What follows belongs to an exercise in optimizing a design on an open flow for small area, a short achievable clock period and few clock cycles; a production flow would make more cautious choices. No activity file was given, so power comes from the tool's default toggle rates.

== run a ==
==> module daly_rx, before the edit <==
module daly_rx (
    input  wire        clk,
    input  wire        rst,
    input  wire        start_valid,
    output wire        start_ready,
    input  wire [7:0]  start_cmd,
    input  wire [7:0]  start_n,
    input  wire        start_w2,
    input  wire [7:0]  start_count,
    input  wire        rx_valid,
    output wire        rx_ready,
    input  wire [7:0]  rx_data,
    input  wire        rx_last,
    input  wire        rx_ctl,
    output wire        item_valid,
    input  wire        item_ready,
    output wire [15:0] item_data,
    output wire        log_valid,
    output wire        log_kind,
    output wire [7:0]  log_a,
    output wire [7:0]  log_b,
    output wire        done,
    output wire [7:0]  done_frames,
    output wire [7:0]  done_items,
    output wire [2:0]  done_detail
);
    localparam D_NONE      = 3'd0;
    localparam D_READ_ERR  = 3'd1;
    localparam D_NO_DATA   = 3'd2;
    localparam D_SHORT     = 3'd3;
    localparam D_CHECKSUM  = 3'd4;
    localparam D_COMMAND   = 3'd5;
    reg        sr;             
    reg        rdy;            
    reg        rx_on;          
    reg        done_r;
    reg        emit;           
    reg [2:0]  ij;             
    reg [7:0]  x_cmd;
    reg        x_w2;
    reg [7:0]  rem;            
    reg [7:0]  nleft;          
    reg [3:0]  bc;             
    reg [3:0]  sum_lo;
    reg [3:0]  sum_hi;
    reg        sum_c;
    reg        cmd_ok;
    reg [7:0]  idx;            
    reg [7:0]  pb [0:6];       
    reg        e_r;            
    reg        eq_r;           
    reg        s_r;            
    reg [15:0] itm;            
    reg [7:0]  frames;
    reg [7:0]  series;
    reg [7:0]  la;             
    reg [2:0]  detail;
    reg        log_v;
    reg        log_k;
    assign start_ready = sr;
    assign rx_ready    = rdy;
    assign item_valid  = emit;
    assign item_data   = itm;
    assign log_valid   = log_v;
    assign log_kind    = log_k;
    assign log_a       = la;
    assign log_b       = idx;
    assign done        = done_r;
    assign done_frames = frames;
    assign done_items  = series;
    assign done_detail = detail;
    wire start_take = start_valid && sr;
    wire take  = rx_valid && rdy;
    wire cbeat = take && rx_ctl;
    wire b12   = (bc == 4'd12);
    wire fin_slot = take && b12;
    wire short = take && !rx_ctl && !b12 && rx_last;
    wire [3:0] sum_hr = sum_hi + {3'd0, sum_c};
    wire       first = (bc == 4'd0);
    wire [4:0] lo_n  = {1'b0, first ? 4'd0 : sum_lo} + {1'b0, rx_data[3:0]};
    wire [3:0] hi_n  = (first ? 4'd0 : sum_hi) + rx_data[7:4]
                     + {3'd0, !first && sum_c};
    wire more  = (rem != 8'd0);
    wire okf   = e_r && eq_r && cmd_ok;
    wire lk    = okf && more;
    wire [7:0] frames1 = frames + 8'd1;
    wire mm    = (idx != frames1);
    wire emit_take = emit && item_ready;
    wire last_item = (rem == 8'd1) || (ij == (x_w2 ? 3'd2 : 3'd6));
    wire emit_n    = lk || (emit && !(item_ready && last_item));
    wire rx_on_n   = rx_on && !(cbeat || short || (fin_slot && nleft == 8'd1));
    wire fin_n     = !rx_on_n && !emit_n && !take;
    wire [3:0] freed = x_w2 ? {ij, 1'b1} : {1'b0, ij};
    wire [3:0] bc1   = bc + 4'd1;
    wire stall_t = emit && !b12 && (bc1 >= 4'd5) && (bc1 - 4'd5 > freed);
    wire stall_h = emit && (bc >= 4'd5) && (bc - 4'd5 > freed);
    wire stall_n = take ? stall_t : stall_h;
    wire [2:0] sel = emit ? ij + 3'd1 : 3'd0;
    wire [2:0] sel2 = {sel[1:0], 1'b0};
    wire [15:0] item_sel = x_w2 ? {pb[sel2], pb[sel2 + 3'd1]}
                                : {{8{pb[sel][7]}}, pb[sel]};
    always @(posedge clk) begin
        if (take) begin
            sum_lo <= lo_n[3:0];
            sum_c  <= lo_n[4];
            sum_hi <= hi_n;
            if (bc == 4'd2)
                cmd_ok <= (rx_data == x_cmd);
            if (bc == 4'd4)
                idx <= rx_data;
            if (bc == 4'd5)  pb[0] <= rx_data;
            if (bc == 4'd6)  pb[1] <= rx_data;
            if (bc == 4'd7)  pb[2] <= rx_data;
            if (bc == 4'd8)  pb[3] <= rx_data;
            if (bc == 4'd9)  pb[4] <= rx_data;
            if (bc == 4'd10) pb[5] <= rx_data;
            if (bc == 4'd11) pb[6] <= rx_data;
            bc    <= b12 ? 4'd0 : bc1;
        end
        if (fin_slot)
            nleft <= nleft - 8'd1;
        e_r  <= fin_slot;
        eq_r <= (rx_data == {sum_hr, sum_lo});
        s_r  <= short;
        if (e_r) begin
            log_k <= 1'b1;
            if (!eq_r)
                detail <= D_CHECKSUM;
            else if (!cmd_ok)
                detail <= D_COMMAND;
            else
                frames <= frames1;
        end
        if (s_r) begin
            log_k  <= 1'b0;
            detail <= D_SHORT;
            idx    <= 8'd0;
        end
        la <= s_r ? {4'd0, bc} : frames1;
        if (cbeat)
            detail <= rx_data[0] ? D_READ_ERR : D_NO_DATA;
        if (!emit || item_ready)
            itm <= item_sel;
        if (!emit)
            ij <= 3'd0;
        if (emit_take) begin
            series <= series + 8'd1;
            rem    <= rem - 8'd1;
            ij     <= ij + 3'd1;
        end
        if (start_take) begin
            x_cmd  <= start_cmd;
            x_w2   <= start_w2;
            rem    <= start_count;
            nleft  <= start_n;
            bc     <= 4'd0;
            frames <= 8'd0;
            series <= 8'd0;
            detail <= D_NONE;
        end
    end
    always @(posedge clk) begin
        emit  <= !rst && emit_n;
        log_v <= !rst && (s_r || (lk && mm));
    end
    always @(posedge clk) begin
        if (rst) begin
            sr     <= 1'b1;
            rdy    <= 1'b0;
            rx_on  <= 1'b0;
            done_r <= 1'b0;
        end else begin
            if (start_take) begin
                sr     <= (start_n == 8'd0);
                rdy    <= (start_n != 8'd0);
                rx_on  <= (start_n != 8'd0);
                done_r <= (start_n == 8'd0);
            end else if (!sr) begin
                rx_on  <= rx_on_n;
                rdy    <= rx_on_n && !stall_n;
                done_r <= fin_n;
                sr     <= fin_n;
            end else begin
                done_r <= 1'b0;
            end
        end
    end
endmodule
clock: 6.5 ns
lec_check: 0
abc_area: 1
cap_margin: 20
core_margin: 2
core_utilization: 55
place_density: 0.65
setup_slack_margin: 4.25
slew_margin: 20
standard.sh (not shown) runs the stock make flow with config.mk's settings and CLKGATE_MAP_FILE= SYNTH_SCRIPT=/design/flow/synth_recipe.tcl, a recipe that flattens the netlist after the stock synthesis.
==> flow/flow/run.sh <==
#!/bin/bash
# Standard ORFS layout, with plain buffers on the ports, no dummy clock loads
# and larger sink clusters.
set -euo pipefail
export BUFFER_PORTS_ARGS="-buffer_cell sky130_fd_sc_hd__buf_2"
export CTS_ARGS="-sink_clustering_enable -repair_clock_nets -dont_use_dummy_load -sink_clustering_size 40 -sink_clustering_max_diameter 120 -buf_list sky130_fd_sc_hd__clkbuf_8"
bash standard.sh > standard.log 2>&1
--- input diff run a..run b ---
-- flow/design.v --
<<< run a, line 48
    reg [7:0]  idx;            
    reg [7:0]  pb [0:6];       
    reg        e_r;            
    reg        eq_r;           
    reg        s_r;            
    reg [15:0] itm;            
    reg [7:0]  frames;
>>> run b, line 48
    reg [7:0]  idx;            
    reg [7:0]  pb [0:6];       
    reg [15:0] itm;            
    reg [7:0]  frames;
<<< run a, line 77
    wire short = take && !rx_ctl && !b12 && rx_last;
    wire [3:0] sum_hr = sum_hi + {3'd0, sum_c};
    wire       first = (bc == 4'd0);
    wire [4:0] lo_n  = {1'b0, first ? 4'd0 : sum_lo} + {1'b0, rx_data[3:0]};
>>> run b, line 74
    wire short = take && !rx_ctl && !b12 && rx_last;
    wire [3:0] sum_hr = sum_hi + {3'd0, sum_c};
    wire eq    = (rx_data == {sum_hr, sum_lo});
    wire       first = (bc == 4'd0);
    wire [4:0] lo_n  = {1'b0, first ? 4'd0 : sum_lo} + {1'b0, rx_data[3:0]};
<<< run a, line 82
                     + {3'd0, !first && sum_c};
    wire more  = (rem != 8'd0);
    wire okf   = e_r && eq_r && cmd_ok;
    wire lk    = okf && more;
    wire [7:0] frames1 = frames + 8'd1;
    wire mm    = (idx != frames1);
    wire emit_take = emit && item_ready;
    wire last_item = (rem == 8'd1) || (ij == (x_w2 ? 3'd2 : 3'd6));
    wire emit_n    = lk || (emit && !(item_ready && last_item));
    wire rx_on_n   = rx_on && !(cbeat || short || (fin_slot && nleft == 8'd1));
    wire fin_n     = !rx_on_n && !emit_n && !take;
    wire [3:0] freed = x_w2 ? {ij, 1'b1} : {1'b0, ij};
    wire [3:0] bc1   = bc + 4'd1;
>>> run b, line 80
                     + {3'd0, !first && sum_c};
    wire more  = (rem != 8'd0);
    wire arm   = rdy && b12 && cmd_ok && more;
    wire lk    = rx_valid && arm && eq;
    wire [7:0] frames1 = frames + 8'd1;
    wire mm    = (idx != frames1);
    wire emit_take = emit && item_ready;
    wire last_item = (rem == 8'd1) || (ij == (x_w2 ? 3'd2 : 3'd6));
    wire emit_h    = emit && !(item_ready && last_item);
    wire emit_n    = lk || emit_h;
    wire rx_on_n   = rx_on && !(cbeat || short || (fin_slot && nleft == 8'd1));
    wire fin_n     = !rx_on_n && !emit_n;
    wire [3:0] freed = x_w2 ? {ij, 1'b1} : {1'b0, ij};
    wire [3:0] bc1   = bc + 4'd1;
<<< run a, line 117
            if (bc == 4'd11) pb[6] <= rx_data;
            bc    <= b12 ? 4'd0 : bc1;
        end
        if (fin_slot)
            nleft <= nleft - 8'd1;
        e_r  <= fin_slot;
        eq_r <= (rx_data == {sum_hr, sum_lo});
        s_r  <= short;
        if (e_r) begin
            log_k <= 1'b1;
            if (!eq_r)
                detail <= D_CHECKSUM;
            else if (!cmd_ok)
>>> run b, line 116
            if (bc == 4'd11) pb[6] <= rx_data;
            bc    <= b12 ? 4'd0 : bc1;
            log_k <= b12;
        end
        if (fin_slot)
            nleft <= nleft - 8'd1;
        if (fin_slot) begin
            if (!eq)
                detail <= D_CHECKSUM;
            else if (!cmd_ok)
<<< run a, line 132
                frames <= frames1;
        end
        if (s_r) begin
            log_k  <= 1'b0;
            detail <= D_SHORT;
            idx    <= 8'd0;
        end
        la <= s_r ? {4'd0, bc} : frames1;
        if (cbeat)
            detail <= rx_data[0] ? D_READ_ERR : D_NO_DATA;
        if (!emit || item_ready)
            itm <= item_sel;
>>> run b, line 128
                frames <= frames1;
        end
        if (cbeat)
            detail <= rx_data[0] ? D_READ_ERR : D_NO_DATA;
        la <= short ? {4'd0, bc1} : frames1;
        if (short) begin
            detail <= D_SHORT;
            idx    <= 8'd0;
        end
        if (!emit || item_ready)
            itm <= item_sel;
<<< run a, line 162
    always @(posedge clk) begin
        emit  <= !rst && emit_n;
        log_v <= !rst && (s_r || (lk && mm));
    end
    always @(posedge clk) begin
>>> run b, line 157
    always @(posedge clk) begin
        emit  <= !rst && emit_n;
        log_v <= !rst && (short || (lk && mm));
    end
    always @(posedge clk) begin
--- outcome ---
- When run b is set beside run a, its final setup slack of the worst path turns out to be 0.023 ns smaller.
- Looking at share of synthesized area occupied by flip-flops and latches, run b sits 0.74 points below run a.
- Comparing run b and run a, the lower post-placement cell count was measured on run a.
- Area overhead of the layout relative to synthesis, run b and run a, lower one = run a.
- Comparing run b and run a, the lower sequential share of layout area is on run b.
- Per the comparison of run b with run a, final cell count increased by 60 relative to the old numbers, combinational power moved up.
- Sort run b and run a by sequential cell count, descending, and run a comes first.
- Number of ordinary and repair buffers in the finished layout: run b > run a
- Run b vs run a: starting density of the core down in run b
- Compared with run a, run b ends up with more cell area.
Function was not checked in any run of this note: the RTL went through the layout flow alone.

==> port drivers added, routing unchanged <==
Ports are ideal in the flow. The routed layouts listed here were re-timed in OpenROAD. Step 1 assumes that a clkbuf_16 drives the clock port and a buf_2 every other input. Step 2 times the ports against the registers' clock, not the clock port: input delays grow and output delays shrink by t, the midpoint of the rising clock arrivals with the driver on. Slacks: no drivers / after step 1 / after step 2; pairs: no drivers / after step 1.
run	t (ns)	setup slack, ns	worst setup path after step 2	latest minus earliest clock arrival (ns)
run a	0.483	4.232 / 4.193 / 3.831	input to register	0.022 / 0.022
run b	0.486	4.208 / 4.169 / 3.737	input to register	0.019 / 0.019
After both steps every run listed still meets setup and hold. The setup slack of run b, which loses most, moves by -0.039 ns with the drivers and by -0.471 ns with both steps.
